Context: an optimization exercise on an open-source flow, tuned for small area. The choices shown serve that exercise and are no tape-out recipe.
In this exercise RTL edits were held to simulation tests only and were not proved equivalent to the original.

==> inputs of v37 <==
// gbx_link
module gbx_link (
    input  wire        clk,
    input  wire        rst,           
    input  wire        tick,          
    input  wire        start,         
    input  wire [63:0] desc,          
    input  wire        cancel,        
    input  wire        rx_valid,
    input  wire [7:0]  rx_data,
    output wire        rx_ready,
    output wire        rx_flush,      
    output wire        tx_valid,
    output wire [7:0]  tx_data,
    input  wire        tx_ready,
    input  wire        src_valid,
    input  wire [7:0]  src_data,
    output wire        src_ready,
    output wire        sink_valid,
    output wire [7:0]  sink_data,
    input  wire        sink_ready,
    input  wire [4:0]  buf_raddr,
    output wire [7:0]  buf_rdata,
    output reg         busy,
    output reg  [2:0]  op,            
    output reg         done,
    output reg  [3:0]  status,
    output reg  [2:0]  cause,
    output reg  [2:0]  rxsm,
    output reg  [31:0] result_len,
    output reg  [31:0] offset,
    output reg  [31:0] remaining,
    output reg         progress,
    output reg  [31:0] progress_count
);
clock: 10.0 ns
lec_check: 0
cap_margin: 10
core_margin: 2
core_utilization: 60
cts_buf_list: sky130_fd_sc_hd__clkbuf_4 sky130_fd_sc_hd__clkbuf_8
place_density: 0.75
slew_margin: 10
run.sh (not shown) runs the stock make flow with config.mk's settings and CLKGATE_MAP_FILE= SYNTH_SCRIPT=/design/flow/synth_recipe.tcl, a recipe that flattens the netlist after the stock synthesis.
==> v22: changes against v37 <==
==> flow/flow/run.sh (new file) <==
#!/bin/bash
# The standard layout (standard.sh) with these changes:
#  - synthesis: ORFS synthesis unchanged except that abc maps the logic with
#    an area-oriented script (flow/area.abc) instead of abc_speed.script;
#  - port buffers are sky130_fd_sc_hd__buf_1;
#  - CTS: clkbuf_8 only, sink clusters of at most 16 sinks within 70 um,
#    no dummy loads.
# Each tool's output goes to a log of its own in this folder.
set -uo pipefail
W=$PWD
# synthesis script: synth_recipe.tcl, sourcing a copy of ORFS synth.tcl whose
# abc call uses flow/area.abc
sed "s|^  log_cmd abc {\*}\$abc_args|  set abc_args [lreplace \$abc_args 1 1 $W/flow/area.abc]\n  log_cmd abc {*}\$abc_args|" \
    "$FLOW_HOME/scripts/synth.tcl" > "$W/synth_area.tcl"
grep -q "flow/area.abc" "$W/synth_area.tcl" || { echo "synth.tcl patch failed"; exit 1; }
sed "s|source \$::env(SCRIPTS_DIR)/synth.tcl|source $W/synth_area.tcl|" synth_recipe.tcl > "$W/synth_recipe_area.tcl"
grep -q "synth_area.tcl" "$W/synth_recipe_area.tcl" || { echo "synth_recipe.tcl patch failed"; exit 1; }
export BUFFER_PORTS_ARGS="-buffer_cell sky130_fd_sc_hd__buf_1"
bash standard.sh "SYNTH_SCRIPT=$W/synth_recipe_area.tcl" \
    "CTS_ARGS=-sink_clustering_enable -repair_clock_nets -dont_use_dummy_load -sink_clustering_size 16 -sink_clustering_max_diameter 70 -buf_list sky130_fd_sc_hd__clkbuf_8" \
    finish > standard.log 2>&1
==> flow/flow/area.abc (new file) <==
&get -n
&st
&deepsyn -T 120
&dch
&nf -R 1000 -p -F 8 -A 4 -C 32
&put
topo
==> flow/standard.sh (new file) <==
#!/bin/bash
# synth_recipe.tcl (not shown) runs the flow's synth.tcl, then flattens the netlist and writes it again
# the make line also repeats each setting of config.mk as NAME=value (left out here)
make -C /OpenROAD-flow-scripts/flow DESIGN_CONFIG=/design/flow/config.mk WORK_HOME=/design/flow/orfs CLKGATE_MAP_FILE= SYNTH_SCRIPT=/design/flow/synth_recipe.tcl "${@:-finish}"
--- a/flow/config.mk
+++ b/flow/config.mk
@@ -8,6 +8,5 @@
 export CAP_MARGIN = 10
 export CORE_MARGIN = 2
-export CORE_UTILIZATION = 60
-export CTS_BUF_LIST = sky130_fd_sc_hd__clkbuf_4 sky130_fd_sc_hd__clkbuf_8
-export PLACE_DENSITY = 0.75
+export CORE_UTILIZATION = 70
+export PLACE_DENSITY = 0.8
 export SLEW_MARGIN = 10
removed: flow/run.sh
==> v19: changes against v37 <==
==> flow/flow/run.sh (new file) <==
#!/bin/bash
# The standard layout (standard.sh) with these changes:
#  - synthesis: ORFS synthesis unchanged except that abc maps the logic with
#    an area-oriented script (flow/area.abc) instead of abc_speed.script;
#  - port buffers are sky130_fd_sc_hd__buf_1;
#  - CTS: clkbuf_8 only, sink clusters of at most 16 sinks within 70 um,
#    no dummy loads.
# Each tool's output goes to a log of its own in this folder.
set -uo pipefail
W=$PWD
# synthesis script: synth_recipe.tcl, sourcing a copy of ORFS synth.tcl whose
# abc call uses flow/area.abc
sed "s|^  log_cmd abc {\*}\$abc_args|  set abc_args [lreplace \$abc_args 1 1 $W/flow/area.abc]\n  log_cmd abc {*}\$abc_args|" \
    "$FLOW_HOME/scripts/synth.tcl" > "$W/synth_area.tcl"
grep -q "flow/area.abc" "$W/synth_area.tcl" || { echo "synth.tcl patch failed"; exit 1; }
sed "s|source \$::env(SCRIPTS_DIR)/synth.tcl|source $W/synth_area.tcl|" synth_recipe.tcl > "$W/synth_recipe_area.tcl"
grep -q "synth_area.tcl" "$W/synth_recipe_area.tcl" || { echo "synth_recipe.tcl patch failed"; exit 1; }
export BUFFER_PORTS_ARGS="-buffer_cell sky130_fd_sc_hd__buf_1"
bash standard.sh "SYNTH_SCRIPT=$W/synth_recipe_area.tcl" \
    "CTS_ARGS=-sink_clustering_enable -repair_clock_nets -dont_use_dummy_load -sink_clustering_size 16 -sink_clustering_max_diameter 70 -buf_list sky130_fd_sc_hd__clkbuf_8" \
    finish > standard.log 2>&1
==> flow/flow/area.abc (new file) <==
&get -n
&st
&deepsyn -T 40
&dch
&nf -R 1000 -p
&put
topo
==> flow/standard.sh (new file) <==
#!/bin/bash
# synth_recipe.tcl (not shown) runs the flow's synth.tcl, then flattens the netlist and writes it again
# the make line also repeats each setting of config.mk as NAME=value (left out here)
make -C /OpenROAD-flow-scripts/flow DESIGN_CONFIG=/design/flow/config.mk WORK_HOME=/design/flow/orfs CLKGATE_MAP_FILE= SYNTH_SCRIPT=/design/flow/synth_recipe.tcl "${@:-finish}"
--- a/flow/config.mk
+++ b/flow/config.mk
@@ -8,6 +8,5 @@
 export CAP_MARGIN = 10
 export CORE_MARGIN = 2
-export CORE_UTILIZATION = 60
-export CTS_BUF_LIST = sky130_fd_sc_hd__clkbuf_4 sky130_fd_sc_hd__clkbuf_8
-export PLACE_DENSITY = 0.75
+export CORE_UTILIZATION = 70
+export PLACE_DENSITY = 0.8
 export SLEW_MARGIN = 10
removed: flow/run.sh
==> metrics.csv <==
metric;value;unit
swShare;23.3;%
dieHeight;190;µm
multi_input_area_share;26.9;%
inverters;21;
die_area;36000;µm²
powerSeq;3.06;mW
vias;18600;
placed_area;25900;µm²
core.rowCount;68;
gp_congestion;1.04;
hold_start;ring[173]$_DFF_P_;
num-nets-final;2328;
hpwl;49.0;mm
start_util;70.4;%
clkCellAreaFrac;2.59;%
p_switching;1.08;mW
tap-cell-count;455;
status;complete, no violations;
-- figures above: v22

==> metrics.csv <==
metric;value;unit
inverters;21;
core.rowCount;68;
die_area;36100;µm²
hold_start;ring[63]$_DFF_P_;
start_util;70.7;%
clkCellAreaFrac;2.59;%
vias;18400;
swShare;22.0;%
num-nets-final;2337;
hpwl;47.7;mm
p_switching;0.994;mW
tap-cell-count;455;
status;complete, no violations;
powerSeq;3.02;mW
-- figures above: v19

==> metrics.csv <==
metric;value;unit
core.rowCount;76;
inverters;32;
die_area;44800;µm²
tap-cell-count;546;
clkCellAreaFrac;7.01;%
hold_start;ring[140]$_DFF_P_;
p_switching;1.26;mW
hpwl;61.1;mm
dieHeight;212;µm
multi_input_area_share;27.3;%
status;complete, no violations;
-- figures above: v37

port drivers added, routing unchanged:
The results above use ideal ports. As a check the final layouts listed here were re-extracted and re-timed, cells and wires unchanged.
Step 1 (the two cells are an assumption about what drives the block):
set clk [get_ports {clk}]
set_driving_cell -lib_cell sky130_fd_sc_hd__clkbuf_16 $clk
set_driving_cell -lib_cell sky130_fd_sc_hd__buf_2 [delete_from_list [all_inputs] $clk]
Step 2 also shifts input and output timing later by t, the mid clock arrival at the registers, as if the neighbouring blocks saw the same clock.
a / b / c = no drivers / after step 1 / after step 2; a / b = the first two.
run	shift t [ns]	setup WS [ns]	pins driven straight from the clock port
v37	0.777	2.883 / 2.861 / 2.861	1
v22	0.634	3.442 / 3.418 / 2.945	1
v19	0.666	3.474 / 3.443 / 2.777	1
After both steps every run listed still meets setup and hold. The setup slack of v19, which loses most, moves by -0.031 ns with the drivers and by -0.697 ns with both steps.
